This design comes from an exercise in tuning for small area, a short achievable clock period and few clock cycles per item on the open sky130 flow, not from production work.
Where RTL was checked, it was by simulation tests only, not by an equivalence proof against the original.
Power figures rest on the tool's default switching activity, not on a simulated workload.

Setup of P:
==> flow/design.v (excerpt) <==
module vesc_fext (
    input  wire       clk,
    input  wire       rst,
    input  wire       in_valid,
    input  wire [7:0] in_data,
    input  wire       in_last,
    output wire       in_ready,
    output wire       out_valid,
    output wire [7:0] out_data,
    output wire       out_last,
    output wire       out_found,
    output wire [6:0] out_len,
    input  wire       out_ready
);
For scale: ~2200 cells after synthesis, about 32 I/O pins, about 33000 um2 of cells after synthesis.
==> flow/config.mk <==
export PLATFORM = sky130hd
export DESIGN_NAME = vesc_fext
export DESIGN_NICKNAME = vesc_fext
export VERILOG_FILES = /design/flow/design.v
export SDC_FILE = /design/flow/constraint.sdc
export NUM_CORES = 4
export LEC_CHECK = 0
export CAP_MARGIN = 20
export CORE_MARGIN = 2
export CORE_UTILIZATION = 40
export CTS_CLUSTER_DIAMETER = 60
export CTS_CLUSTER_SIZE = 32
export SLEW_MARGIN = 20
==> flow/constraint.sdc <==
create_clock -name core_clock -period 10.0 [get_ports {clk}]
set_input_delay 2.0000 -clock core_clock [delete_from_list [all_inputs] [get_ports {clk}]]
set_output_delay 2.0000 -clock core_clock [all_outputs]
set_load 0.01 [all_outputs]
standard.sh (not shown) runs the stock make flow with config.mk's settings and CLKGATE_MAP_FILE= SYNTH_SCRIPT=/design/flow/synth_recipe.tcl, a recipe that flattens the netlist after the stock synthesis.
==> flow/flow/run.sh <==
#!/bin/bash
# Standard layout (standard.sh: the standard flow's synthesis and ORFS flow, unchanged),
# with two repair settings of ORFS passed through the environment:
#  - port buffers use buf_4 instead of the default pick, and
#  - repair_timing aims for a setup slack margin of 7 ns.
# The full make output goes to standard.log here; ORFS's per-step logs are
# under orfs/logs/.
set -euo pipefail
export BUFFER_PORTS_ARGS="-buffer_cell sky130_fd_sc_hd__buf_4"
export SETUP_SLACK_MARGIN=7
bash standard.sh > standard.log 2>&1
Testbench counts of P, summed over its fixed seeds: cycles 93,964, items 1,280.
The inputs of Q differ from those of P as listed below.
diff --git a/flow/flow/run.sh b/flow/flow/run.sh
--- a/flow/flow/run.sh
+++ b/flow/flow/run.sh
@@ -5 +5 @@
-#  - repair_timing aims for a setup slack margin of 7 ns.
+#  - repair_timing aims for a setup slack margin of 6.8 ns.
@@ -10 +10 @@
-export SETUP_SLACK_MARGIN=7
+export SETUP_SLACK_MARGIN=6.8
## What came out
- NOTE: final net count in Q falls short of that of P
- Fmax | Q vs P | Q faster
- As far as number of signal-net inverters in the final layout goes, Q and P are indistinguishable; the numbers are identical.
- Looking at the reports, Q completed the entire flow and the layout it produced met the timing, DRC and antenna checks.

========
vesc_fext, a different RTL version from the one above (not shown whole).
For scale: ~2300 cells after synthesis, roughly 1300 flip-flops, about 34000 um^2 of cells after synthesis.
clock: 10.0 ns
lec_check: 0
cap_margin: 20
core_margin: 2
core_utilization: 40
cts_cluster_diameter: 64
cts_cluster_size: 36
slew_margin: 20
==> flow/flow/run.sh <==
#!/bin/bash
# Standard layout (standard.sh: the standard flow's synthesis and ORFS flow, unchanged),
# with two repair settings of ORFS passed through the environment:
#  - port buffers use buf_4 instead of the default pick, and
#  - repair_timing aims for a setup slack margin of 7 ns.
# The full make output goes to standard.log here; ORFS's per-step logs are
# under orfs/logs/.
set -euo pipefail
export BUFFER_PORTS_ARGS="-buffer_cell sky130_fd_sc_hd__buf_4"
export SETUP_SLACK_MARGIN=7
bash standard.sh > standard.log 2>&1
The baseline went through all stages and came out clean.
Testbench counts at the start, summed over its fixed seeds: cycles 93,964, items 1,280.
Edit:
- CTS_CLUSTER_DIAMETER: 64 -> 60
- CTS_CLUSTER_SIZE: 36 -> 32
What happened:
- The changed run finished with timing, DRC and antenna clean
- fmax grows by 1.2%
- final area rose by 0.94%
- sequential share of layout area is lower by 0.68 points
- hold slack is better by 0.010 ns

========
Setup of red:
Another version of the RTL of vesc_fext (not shown whole).
Size: ~2200 cells after synthesis, ~1300 flip-flops, ~32 I/O pins.
Settings: LEC_CHECK=0, CAP_MARGIN=20, CORE_MARGIN=2, CORE_UTILIZATION=40, CTS_CLUSTER_DIAMETER=60, CTS_CLUSTER_SIZE=32, SLEW_MARGIN=20; clock period 10.0 ns.
==> flow/flow/run.sh <==
#!/bin/bash
# Standard layout (standard.sh: the standard flow's synthesis and ORFS flow, unchanged),
# with two repair settings of ORFS passed through the environment:
#  - port buffers use buf_4 instead of the default pick, and
#  - repair_timing aims for a setup slack margin of 6.8 ns.
# The full make output goes to standard.log here; ORFS's per-step logs are
# under orfs/logs/.
set -euo pipefail
export BUFFER_PORTS_ARGS="-buffer_cell sky130_fd_sc_hd__buf_4"
export SETUP_SLACK_MARGIN=6.8
bash standard.sh > standard.log 2>&1
Testbench counts of red, summed over its fixed seeds: cycles 93,964, items 1,280.
The following lists how blue was set up differently from red:
diff --git a/flow/flow/run.sh b/flow/flow/run.sh
--- a/flow/flow/run.sh
+++ b/flow/flow/run.sh
@@ -5 +5 @@
-#  - repair_timing aims for a setup slack margin of 6.8 ns.
+#  - repair_timing aims for a setup slack margin of 7 ns.
@@ -10 +10 @@
-export SETUP_SLACK_MARGIN=6.8
+export SETUP_SLACK_MARGIN=7
diff --git a/flow/config.mk b/flow/config.mk
--- a/flow/config.mk
+++ b/flow/config.mk
@@ -11,2 +11,2 @@
-export CTS_CLUSTER_DIAMETER = 60
-export CTS_CLUSTER_SIZE = 32
+export CTS_CLUSTER_DIAMETER = 64
+export CTS_CLUSTER_SIZE = 36
- Relative to red, the clock-buffer cell count measured on blue has decreased by a few percent.
- Diff red..blue | mean area per synthesized cell | unchanged
- Overall power after layout shrinks slightly when moving from red to blue.
- Going from red to blue, adder-cell share of the synthesized area was more or less identical, endpoint arrival time on the critical path down 0.16 ns, worst setup slack increased by 0.0085 ns relative to the old numbers, total of plain and repair buffers excluding clock buffers increased by 3.4% relative to the old numbers.
- Between red and blue, the via count of the routed design does not differ in any meaningful way.
- blue ends up with lower worst hold slack than red does.

========
Setup of 10-11:
vesc_fext, a different RTL version from the one above (not shown whole).
For scale: roughly 1300 flip-flops, about 32 I/O pins, ~34000 um^2 of cells after synthesis.
clock: 10.0 ns
lec_check: 0
abc_clock_period_in_ps: 4000
cap_margin: 20
core_margin: 2
core_utilization: 65
setup_slack_margin: 5
slew_margin: 20
run.sh (not shown) runs the stock make flow with config.mk's settings and CLKGATE_MAP_FILE= SYNTH_SCRIPT=/design/flow/synth_recipe.tcl, a recipe that flattens the netlist after the stock synthesis.
Stock flow here: none of the scripts above is used.
10-11 reached the end of the flow, and the finished layout is clean on the timing, DRC and antenna checks.
What 09-04 does differently from 10-11 at the input level:
- CTS_CLUSTER_SIZE: unset -> 32
- ABC_CLOCK_PERIOD_IN_PS: 4000 -> unset
- SETUP_SLACK_MARGIN: 5 -> unset
- CTS_CLUSTER_DIAMETER: unset -> 60
==> results.txt <==
Utilization, 10-11 and 09-04, lower one = 09-04. 09-04 reached the final stage; the timing, DRC and antenna checks on its layout passed. Delta (09-04 minus 10-11): total power fell about 18%, fmax fell about 22%, power per unit of standard cell area fell 33 nW/um^2.
Function was not checked in any run of this note: the RTL went through the layout flow alone.

## static timing again, ports no longer ideal
How much do the figures lean on ideal ports? The routed layouts below were timed once more, with nothing changed but the port constraints.
Step 1 (the two cells are an assumption about what drives the block):
set clk [get_ports {clk}]
set_driving_cell -lib_cell sky130_fd_sc_hd__clkbuf_16 $clk
set_driving_cell -lib_cell sky130_fd_sc_hd__buf_2 [delete_from_list [all_inputs] $clk]
Step 2 adds t to the input delays and takes it off the output delays; t is the mean of the earliest and latest rising clock arrival at the registers after step 1. Input paths then give back, and output paths get back, about the clock's delay inside the block.
Three values: ideal, step 1, step 2; two values: the first two.
run | t, ns | setup slack, ns | hold WS [ns] | slew at the worst register clock pin (ns) | pins driven straight from the clock port
P | 0.699 | 6.738 / 6.675 / 6.343 | 0.318 / 0.318 / 0.318 | 0.11 / 0.11 | 1
Q | 0.685 | 6.815 / 6.756 / 6.261 | 0.307 / 0.307 / 0.307 | 0.11 / 0.11 | 1
the first run of note 2 | 0.701 | 6.757 / 6.696 / 6.434 | 0.302 / 0.302 / 0.302 | 0.12 / 0.12 | 1
the second run of note 2 | 0.691 | 6.796 / 6.733 / 6.419 | 0.312 / 0.312 / 0.312 | 0.11 / 0.11 | 1
red | 0.708 | 6.791 / 6.751 / 6.120 | 0.312 / 0.312 / 0.312 | 0.11 / 0.11 | 1
blue | 0.686 | 6.799 / 6.752 / 6.139 | 0.305 / 0.305 / 0.305 | 0.12 / 0.12 | 1
10-11 | 0.704 | 5.348 / 5.376 / 4.673 | 0.316 / 0.316 / 0.316 | 0.07 / 0.07 | 1
09-04 | 0.690 | 4.041 / 4.064 / 3.374 | 0.325 / 0.325 / 0.325 | 0.11 / 0.11 | 1
After both steps setup and hold are still met in every run listed. The setup slack of 10-11, which loses most, moves by +0.028 ns with the drivers and by -0.675 ns with both steps.
